Source: an optimization exercise on an open RTL-to-GDS flow (aim: small area, a short achievable clock period and few clock cycles per item). Production flows keep margins and buffers that such runs may drop. At most, simulation tests tie the RTL to the original design; equivalence was not proved. Power and IR drop assume default switching activity.

## ws_arith
module ws_arith (
    input  wire        clk,
    input  wire        rst,
    input  wire        in_valid,
    output wire        in_ready,
    input  wire [1:0]  in_op,
    input  wire        in_w8,
    input  wire [31:0] in_a,
    input  wire [31:0] in_b,
    output wire        out_valid,
    input  wire        out_ready,
    output wire [31:0] out_data
);
For scale: ~110 I/O pins, about 15000 sq um of cells after synthesis.
clock: 17.0 ns
lec_check: 0
abc_area: 1
cap_margin: 20
core_margin: 2
core_utilization: 55
slew_margin: 60
run.sh (not shown) runs the stock make flow with config.mk's settings and CLKGATE_MAP_FILE= SYNTH_SCRIPT=/design/flow/synth_recipe.tcl, a recipe that flattens the netlist after the stock synthesis.
The starting point finished with timing, DRC and antenna clean.
==> next run, changes <==
--- a/flow/design.v
+++ b/flow/design.v
@@ -12,17 +12,22 @@
     output wire [31:0] out_data
 );
     localparam OP_SCALE = 2'd0;
     localparam OP_ENC   = 2'd1;
     localparam OP_DEC   = 2'd2;
     localparam [31:0] QNAN   = 32'h7FC00000;
+    localparam [31:0] F32767 = 32'h46FFFE00;   
+    localparam [31:0] F127   = 32'h42FE0000;   
     localparam U_PRE  = 3'b000;    
     localparam U_IT   = 3'b001;    
     localparam U_IDLE = 3'b100;
     localparam U_RND  = 3'b110;    
     localparam U_CHK  = 3'b111;    
+    localparam K_ZERO = 2'd0;
+    localparam K_INF  = 2'd1;
+    localparam K_NAN  = 2'd2;
     reg [2:0]  us;
     reg [1:0]  u_op;
     reg        u_w8;
     reg        u_sgn;
     reg        fx_nan, fx_inf, fx_zero;    
     reg        fy_nan, fy_inf, fy_zero;    
@@ -59,12 +64,14 @@
     wire lx_inf  = (lx[30:0] == 31'h7F800000);
     wire ly_inf  = !l_scl && (in_b[30:0] == 31'h7F800000);
     wire lx_zero = (lx[30:0] == 31'd0);
     wire ly_zero = !l_scl && (in_b[30:0] == 31'd0);
     wire [15:0] lk = in_w8 ? {{8{in_a[7]}}, in_a[7:0]} : in_a[15:0];
     wire lk_zero = in_w8 ? (in_a[7:0] == 8'd0) : (in_a[15:0] == 16'd0);
+    wire lk_one  = in_w8 ? ((in_a[7:1] == 7'd0) || (in_a[7:0] == 8'hFF))
+                         : ((in_a[15:1] == 15'd0) || (in_a[15:0] == 16'hFFFF));
     wire l_div  = !in_op[1];
     wire l_dec  = (in_op == OP_DEC);
     wire [23:0] lxm  = {(lxe != 8'd0), lx[22:0]};
     wire [23:0] lbm  = {(lbe != 8'd0), in_b[22:0]};
     wire [7:0]  lxe1 = {lxe[7:1], lxe[0] | (lxe == 8'd0)};
     wire [7:0]  lbe1 = {lbe[7:1], lbe[0] | (lbe == 8'd0)};
@@ -117,12 +124,13 @@
         end
     end
     wire s_done = Q[23] || (Wt == -10'sd23);
     wire k_done = neg ? ((&Q[15:1]) && (seen || Q[0])) : !(|Q[15:1]);
     wire m_fin  = k_done && !W[9];       
     wire k_done_nx = neg ? ((&Q[15:2]) && (seen || Q[0] || Q[1])) : !(|Q[15:2]);
+    wire lk_done   = lk[15] ? ((&lk[15:1]) && lk[0]) : !(|lk[15:1]);
     wire it_fin = u_enc ? e_fin : (u_op == OP_DEC) ? m_fin : 1'b0;
     wire [23:0] acc = r_mul[23:0];
     wire        g1n = sum[0];
     wire        stn = st | g2;
     wire [9:0]  s_e   = Q[24] ? (Wt + 10'sd25) : 10'sd1;
     wire        rnd   = (us == U_RND);
@@ -162,18 +170,14 @@
     wire oq_en = !qv || out_ready;
     wire stall = ov && qv;
     wire fin   = ((us == U_IT) && (it_fin || sp_any)) || ((us == U_PRE) && sp_any) ||
                  (us == U_RND) || (us == U_CHK);
     wire done  = fin && !stall;
     reg    irdy;
-    reg    spc;
     assign in_ready = irdy;
-    wire   accept   = in_valid && in_ready;
-    wire   sload    = done && !in_ready && in_valid;
-    wire   load     = (accept && !spc) || sload;       
-    wire   dp_load  = (in_ready && !spc) || done;      
+    wire   load     = in_valid && in_ready;
     wire ov_n = !rst && (done || (ov && !xfer));
     wire qv_n = !rst && (xfer || (qv && !out_ready));
     reg  rdy_n;
     always @* begin
         rdy_n = rdy;
         if (rst)
@@ -219,14 +223,13 @@
     wire [31:0] o_x   = !on ? od : o_ovf ? {od[31], 31'h7F800000} : {od[31], o_fe[7:0], o_fm};
     wire        o_c   = !on ? oc : (!o_ovf && o_fg && (o_fs || o_fm[0]));
     always @(posedge clk) begin
         ov   <= ov_n;
         qv   <= qv_n;
         rdy  <= rdy_n;
-        spc  <= !rst && sload;
-        irdy <= !rst && (sload || (rdy_n && !(ov_n && qv_n)));
+        irdy <= rdy_n && !(ov_n && qv_n);
         if (done) begin
             od  <= res_x;
             oc  <= res_c;
             on  <= res_n;
             oe  <= n_e[9:7];
             og2 <= g1 && !rnd;
@@ -249,13 +252,13 @@
                 us <= U_CHK;
             if (us == U_IT && u_op == OP_SCALE && s_done)
                 us <= U_RND;
         end
     end
     always @(posedge clk) begin
-        if (dp_load) begin
+        if (in_ready) begin
             u_op   <= in_op;
             u_w8   <= in_w8;
             u_sgn  <= l_sgn;
             fx_nan  <= lx_nan;
             fx_inf  <= lx_inf;
             fx_zero <= lx_zero;
Outcome:
- sequential power fell by 34%
- total power fell by 47%
- synthesized cell count fell by 5.0%
- count of clock-buffer cells in the layout is unchanged
- global-route usage fell by 1.3 points
- register-to-register slack gains 0.79 ns
- area after synthesis fell by 1.8%
- final cell count fell by 3.9%
- cell area fell by 1.5%
- utilization fell by 0.43 points
- clock skew rose by 0.0055 ns
- die area fell by 1.7%
Testbench counts after the change, summed over its fixed seeds: cycles 21,243, items 3,936.
No functional check of the RTL was part of the first run of this note.


v6:
The RTL this note starts from:
==> flow/design.v <==
module ws_arith (
    input  wire        clk,
    input  wire        rst,
    input  wire        in_valid,
    output wire        in_ready,
    input  wire [1:0]  in_op,
    input  wire        in_w8,
    input  wire [31:0] in_a,
    input  wire [31:0] in_b,
    output wire        out_valid,
    input  wire        out_ready,
    output wire [31:0] out_data
);
    localparam OP_SCALE = 2'd0;
    localparam OP_ENC   = 2'd1;
    localparam OP_DEC   = 2'd2;
    localparam [31:0] QNAN   = 32'h7FC00000;
    localparam [31:0] F32767 = 32'h46FFFE00;   
    localparam [31:0] F127   = 32'h42FE0000;   
    localparam U_PRE  = 3'b000;    
    localparam U_IT   = 3'b001;    
    localparam U_IDLE = 3'b100;
    localparam U_RND  = 3'b110;    
    localparam U_CHK  = 3'b111;    
    localparam K_ZERO = 2'd0;
    localparam K_INF  = 2'd1;
    localparam K_NAN  = 2'd2;
    reg [2:0]  us;
    reg [1:0]  u_op;
    reg        u_w8;
    reg        u_sgn;
    reg        fx_nan, fx_inf, fx_zero;    
    reg        fy_nan, fy_inf, fy_zero;    
    reg        fk_zero;
    reg [24:0] R;        
    reg [23:0] D;        
    reg [24:0] Q;        
    reg signed [9:0] W;  
    reg        lead;     
    reg        spec;     
    reg [4:0]  cnt;      
    reg        neg;      
    reg        seen;     
    reg        dinv;     
    reg        aen;      
    reg        rdy;      
    reg        g1, g2, st;   
    reg        ov;
    reg [31:0] od;
    reg        oc;
    reg        qv;
    reg [31:0] oq;
    assign out_valid = qv;
    assign out_data  = oq;
    wire [31:0] lx = in_a;
    wire        l_scl = (in_op == OP_SCALE);
    wire [7:0]  lxe = lx[30:23];
    wire [7:0]  lbe = in_b[30:23];
    wire lx_nan  = (lxe == 8'hFF) && (lx[22:0] != 23'd0);
    wire ly_nan  = !l_scl && (lbe == 8'hFF) && (in_b[22:0] != 23'd0);
    wire lx_inf  = (lx[30:0] == 31'h7F800000);
    wire ly_inf  = !l_scl && (in_b[30:0] == 31'h7F800000);
    wire lx_zero = (lx[30:0] == 31'd0);
    wire ly_zero = !l_scl && (in_b[30:0] == 31'd0);
    wire [15:0] lk = in_w8 ? {{8{in_a[7]}}, in_a[7:0]} : in_a[15:0];
    wire lk_zero = (lk == 16'd0);
    wire l_div  = !in_op[1];
    wire l_dec  = (in_op == OP_DEC);
    wire [23:0] lxm = (lxe != 8'd0) ? {1'b1, lx[22:0]} : {lx[22:0], 1'b0};
    wire [23:0] lbm = (lbe != 8'd0) ? {1'b1, in_b[22:0]} : {in_b[22:0], 1'b0};
    wire [23:0] lym = l_scl ? (in_w8 ? 24'hFE0000 : 24'hFFFE00) : lbm;
    wire signed [9:0] lw_enc = $signed({2'b00, lxe}) - $signed({2'b00, lbe}) + 10'sd127;
    wire signed [9:0] lw_scl = $signed({2'b00, lxe}) - (in_w8 ? 10'sd6 : 10'sd14);
    wire signed [9:0] lw_ld  = (in_op == OP_SCALE) ? lw_scl :
                               (in_op == OP_ENC)   ? lw_enc : $signed({2'b00, lbe});
    wire l_sgn = (l_dec ? lk[15] : lx[31]) ^ (in_b[31] && !l_scl);
    wire l_ezero = (in_op == OP_ENC) && (lbe != 8'd0) && ({1'b0, lbe} >= {1'b0, lxe} + 9'd3);
    wire u_div = !u_op[1];
    wire u_enc = (u_op == OP_ENC);
    wire u_dec = (u_op == OP_DEC);
    wire sp_nan = u_dec ? (fy_nan || (fy_inf && fk_zero))
                        : (fx_nan || fy_nan || (fx_inf && fy_inf) || (fx_zero && fy_zero));
    wire sp_inf = u_dec ? fy_inf : (fx_inf || fy_zero);
    wire sp_any = (u_op == 2'd3) ||
                  (u_dec ? (fy_nan || fy_inf || fk_zero || fy_zero)
                         : (fx_nan || fy_nan || fx_inf || fy_inf || fx_zero || fy_zero));
    wire [23:0] addend = D & {24{aen}};
    wire [25:0] sum    = {1'b0, R} + {1'b0, dinv, addend} + {25'd0, dinv};
    wire        qb     = sum[25];                        
    wire [24:0] rsel   = (u_div && !qb) ? R : sum[24:0];
    wire [24:0] r_div  = {rsel[23:0], 1'b0};
    wire [24:0] r_mul  = {1'b0, sum[24:1]};
    wire [9:0]  w_dn   = W - 10'sd1;
    wire [9:0]  w_up   = W + 10'sd1;
    wire w_ge143 = (W >= 10'sd143);
    wire w_ge127 = (W >= 10'sd127);
    wire w_eq126 = (W == 10'sd126);
    wire w_le124 = (W <= 10'sd124);
    reg  e_fin, e_inc, e_sat, e_chk;
    always @* begin
        e_fin = 1'b0; e_inc = 1'b0; e_sat = 1'b0; e_chk = 1'b0;
        if (w_ge143) begin
            if (qb) begin e_fin = 1'b1; e_sat = 1'b1; end
        end else if (w_ge127) begin
        end else if (w_eq126) begin
            if (qb) begin e_fin = 1'b1; e_inc = 1'b1; end
        end else if (!lead) begin
            if (w_le124 || !qb) e_fin = 1'b1;            
        end else if (spec) begin
            if (cnt == 5'd2) begin
                if (qb) begin e_fin = 1'b1; e_inc = 1'b1; end
            end else if (cnt == 5'd1) begin
                if (qb) e_chk = 1'b1; else e_fin = 1'b1;
            end else begin
                if (!qb) e_fin = 1'b1;
            end
        end else begin
            if (!qb) e_fin = 1'b1;
            else if (cnt == 5'd1) begin e_fin = 1'b1; e_inc = 1'b1; end
        end
    end
    wire s_done = Q[23] || (W == -10'sd23);
    wire k_done = neg ? ((&Q[15:1]) && (seen || Q[0])) : !(|Q[15:1]);
    wire m_fin  = k_done && !W[9];       
    wire k_done_nx = neg ? ((&Q[15:2]) && (seen || Q[0] || Q[1])) : !(|Q[15:2]);
    wire lk_done   = lk[15] ? ((&lk[15:1]) && lk[0]) : !(|lk[15:1]);
    wire it_fin = u_enc ? e_fin : (u_op == OP_DEC) ? m_fin : 1'b0;
    wire [23:0] acc = r_mul[23:0];
    wire        g1n = sum[0];
    wire        stn = st | g2;
    reg  signed [9:0] f_e;
    reg  [22:0] f_m;
    reg         f_g, f_s;
    always @* begin
        if (us == U_RND) begin
            f_e = Q[24] ? (W + 10'sd25) : 10'sd0;
            f_m = Q[23:1];
            f_g = Q[0];
            f_s = |R;
        end else if (acc[23]) begin
            f_e = w_up;
            f_m = acc[22:0];
            f_g = g1n;
            f_s = g1 | stn;
        end else if (W >= 10'sd1) begin
            f_e = W;
            f_m = {acc[21:0], g1n};
            f_g = g1;
            f_s = stn;
        end else begin
            f_e = 10'sd0;
            f_m = acc[22:0];
            f_g = g1n;
            f_s = g1 | stn;
        end
    end
    wire        f_ovf = !f_e[9] && (f_e[8] || (&f_e[7:0]));
    wire [31:0] f_x   = f_ovf ? {u_sgn, 31'h7F800000} : {u_sgn, f_e[7:0], f_m};
    wire        f_c   = !f_ovf && f_g && (f_s || f_m[0]);
    wire        c_inc = (us == U_CHK) ? (|R) : e_inc;
    wire        c_sat = sp_any ? 1'b1 : e_sat;
    wire        c_big = c_sat || (u_w8 ? ((|Q[15:7]) || (c_inc && (&Q[6:0])))
                                       : (Q[15] || (c_inc && (&Q[14:0]))));
    wire [15:0] c_q   = c_big ? (u_w8 ? 16'd127 : 16'd32767) : Q[15:0];
    wire        c_i   = !c_big && c_inc;
    wire [31:0] c_x   = u_sgn ? {16'hFFFF, ~c_q} : {16'h0000, c_q};
    wire        c_c   = c_i ^ u_sgn;
    reg [31:0] res_x;
    reg        res_c;
    always @* begin
        res_c = 1'b0;
        if (sp_any) begin
            if (u_op == 2'd3)
                res_x = 32'd0;
            else if (sp_nan)
                res_x = u_enc ? 32'd0 : QNAN;
            else if (sp_inf) begin
                res_x = u_enc ? c_x : {u_sgn, 31'h7F800000};
                res_c = u_enc & c_c;
            end else
                res_x = {u_sgn & !u_op[0], 31'd0};    
        end else if (u_enc || us == U_CHK) begin
            res_x = c_x;
            res_c = c_c;
        end else begin
            res_x = f_x;
            res_c = f_c;
        end
    end
    wire xfer  = ov && (!qv || out_ready);
    wire oq_en = !qv || out_ready;
    wire stall = ov && qv;
    wire fin   = ((us == U_IT) && (it_fin || sp_any)) || ((us == U_PRE) && sp_any) ||
                 (us == U_RND) || (us == U_CHK);
    wire done  = fin && !stall;
    reg    irdy;
    assign in_ready = irdy;
    wire   load     = in_valid && in_ready;
    wire ov_n = !rst && (done || (ov && !xfer));
    wire qv_n = !rst && (xfer || (qv && !out_ready));
    reg  rdy_n;
    always @* begin
        rdy_n = rdy;
        if (rst)
            rdy_n = 1'b1;
        else if (load)
            rdy_n = (in_op == 2'd3) || ((in_op == OP_ENC) && (lx_zero || l_ezero)) ||
                    (l_dec && (lk_zero || (lym[23] && lk_done)));
        else if (done)
            rdy_n = 1'b1;
        else if (!stall) begin
            case (us)
                U_PRE:   rdy_n = (u_op == OP_DEC) && (D[22] ^ dinv) && k_done && !w_dn[9];
                U_IT:    rdy_n = (u_op == OP_DEC) ? (k_done_nx && !w_up[9])
                                                  : u_enc ? e_chk : s_done;
                default: ;
            endcase
        end
    end
    always @(posedge clk) begin
        ov   <= ov_n;
        qv   <= qv_n;
        rdy  <= rdy_n;
        irdy <= rdy_n && !(ov_n && qv_n);
        if (done) begin
            od <= res_x;
            oc <= res_c;
        end
        if (oq_en)
            oq <= od + {31'd0, oc};
    end
    always @(posedge clk) begin
        if (rst)
            us <= U_IDLE;
        else if (load)
            us <= !lym[23] ? U_PRE : U_IT;
        else if (done)
            us <= U_IDLE;
        else if (!stall) begin
            if (us == U_PRE && (D[22] ^ dinv))
                us <= U_IT;
            if (us == U_IT && u_enc && e_chk)
                us <= U_CHK;
            if (us == U_IT && u_op == OP_SCALE && s_done)
                us <= U_RND;
        end
    end
    always @(posedge clk) begin
        if (in_ready) begin
            u_op   <= in_op;
            u_w8   <= in_w8;
            u_sgn  <= l_sgn;
            fx_nan  <= lx_nan;
            fx_inf  <= lx_inf;
            fx_zero <= lx_zero;
            fy_nan  <= ly_nan;
            fy_inf  <= ly_inf;
            fy_zero <= ly_zero;
            fk_zero <= lk_zero;
            R      <= l_div ? {1'b0, lxm} : 25'd0;
            D      <= lym ^ {24{l_div}};
            dinv   <= l_div;
            aen    <= l_div | lk[0];
            Q      <= l_div ? 25'd0 : {9'd0, lk};
            W      <= lw_ld;
            lead   <= 1'b0;
            spec   <= 1'b0;
            neg    <= lk[15];
            seen   <= 1'b0;
            g1     <= 1'b0;
            g2     <= 1'b0;
            st     <= 1'b0;
        end else if (!stall) begin
            case (us)
                U_PRE: begin
                    D <= {D[22:0], dinv};
                    W <= u_div ? w_up : w_dn;
                end
                U_IT: begin
                    if (u_div) begin
                        R <= r_div;
                        W <= w_dn;
                        if (!u_enc || w_ge127) Q <= {Q[23:0], qb};
                        if (u_enc) begin
                            lead <= lead | qb;
                            cnt  <= (!lead && qb) ? 5'd24 : cnt - 5'd1;
                            if (!lead && qb && (W == 10'sd125)) spec <= 1'b1;
                        end
                    end else begin
                        R    <= r_mul;
                        W    <= w_up;
                        Q    <= {Q[24:16], Q[15], Q[15:1]};
                        seen <= seen | Q[0];
                        aen  <= Q[1] ^ (neg & (seen | Q[0]));
                        g1   <= g1n;
                        g2   <= g1;
                        st   <= stn;
                    end
                end
                default: ;
            endcase
        end
    end
endmodule
clock: 17.0 ns
lec_check: 0
abc_area: 1
cap_margin: 20
core_margin: 2
core_utilization: 55
slew_margin: 20
v6: no failed stages, no open violations at the end
The inputs of v7 differ from those of v6 as listed below.
-- flow/design.v --
<<< v6, line 75
                               (in_op == OP_ENC)   ? lw_enc : $signed({2'b00, lbe});
    wire l_sgn = (l_dec ? lk[15] : lx[31]) ^ (in_b[31] && !l_scl);
    wire l_ezero = (in_op == OP_ENC) && (lbe != 8'd0) && ({1'b0, lbe} >= {1'b0, lxe} + 9'd3);
    wire u_div = !u_op[1];
    wire u_enc = (u_op == OP_ENC);
>>> v7, line 75
                               (in_op == OP_ENC)   ? lw_enc : $signed({2'b00, lbe});
    wire l_sgn = (l_dec ? lk[15] : lx[31]) ^ (in_b[31] && !l_scl);
    wire u_div = !u_op[1];
    wire u_enc = (u_op == OP_ENC);
<<< v6, line 205
            rdy_n = 1'b1;
        else if (load)
            rdy_n = (in_op == 2'd3) || ((in_op == OP_ENC) && (lx_zero || l_ezero)) ||
                    (l_dec && (lk_zero || (lym[23] && lk_done)));
        else if (done)
>>> v7, line 204
            rdy_n = 1'b1;
        else if (load)
            rdy_n = (in_op == 2'd3) || ((in_op == OP_ENC) && lx_zero) ||
                    (l_dec && (lk_zero || (lym[23] && lk_done)));
        else if (done)
==> comparison <==
v6 finished all stages; the layout is clean. Looking at the reports, v7 completed the entire flow and the layout it produced met the timing, design-rule and antenna checks. Diff v6 -> v7: power density over the cells increased about 50%, highest cell delay on the worst timing path went up, synthesis-to-layout area growth shows an increase of 0.47 points. Changes observed in v7 relative to v6: largest clock skew in the final design went down by 0.0031 ns, portion of total power attributed to combinational logic went up by 8.1 points, first-pass GRT wire length went up by about 1.5%, effective utilization at floorplan went down by 0.23 points, number of non-clock buffers in the layout went down by 0.82%. met2 track demand over resource in v7 is 2.2 points higher than in v6. Total area of multi-input combinational cells for v7: 110 um^2 down relative to v6. Between v7 and v6, the difference in fraction of the core area covered by cells at the end of the flow is negligible.
No functional check of the RTL was part of any run of this note.

[what the ideal ports hide]
No port has a modelled driver above. Below, the same layouts with a new extraction and two added sets of constraints.
Step 1 (the two cells are an assumption about what drives the block):
set clk [get_ports {clk}]
set_driving_cell -lib_cell sky130_fd_sc_hd__clkbuf_16 $clk
set_driving_cell -lib_cell sky130_fd_sc_hd__buf_2 [delete_from_list [all_inputs] $clk]
Step 2 moves the port delays by t, midway between the first and last clock arrival at a register: inputs arrive t later, outputs are due t later. That takes back most of the time a late clock gives input paths.
a / b / c = no drivers / after step 1 / after step 2; a / b = the first two.
run	t, ns	setup slack, ns	worst slew at a driven data input, ns
the first run of note 1	0.495	11.655 / 11.684 / 11.189	0.04
the second run of note 1	0.490	11.906 / 11.933 / 11.442	0.06
v6	0.487	10.847 / 10.873 / 10.386	0.04
v7	0.488	11.042 / 11.073 / 10.585	0.04
After both steps setup and hold are still met in every run listed. The setup slack of the first run of note 1, which loses most, moves by +0.029 ns with the drivers and by -0.466 ns with both steps.
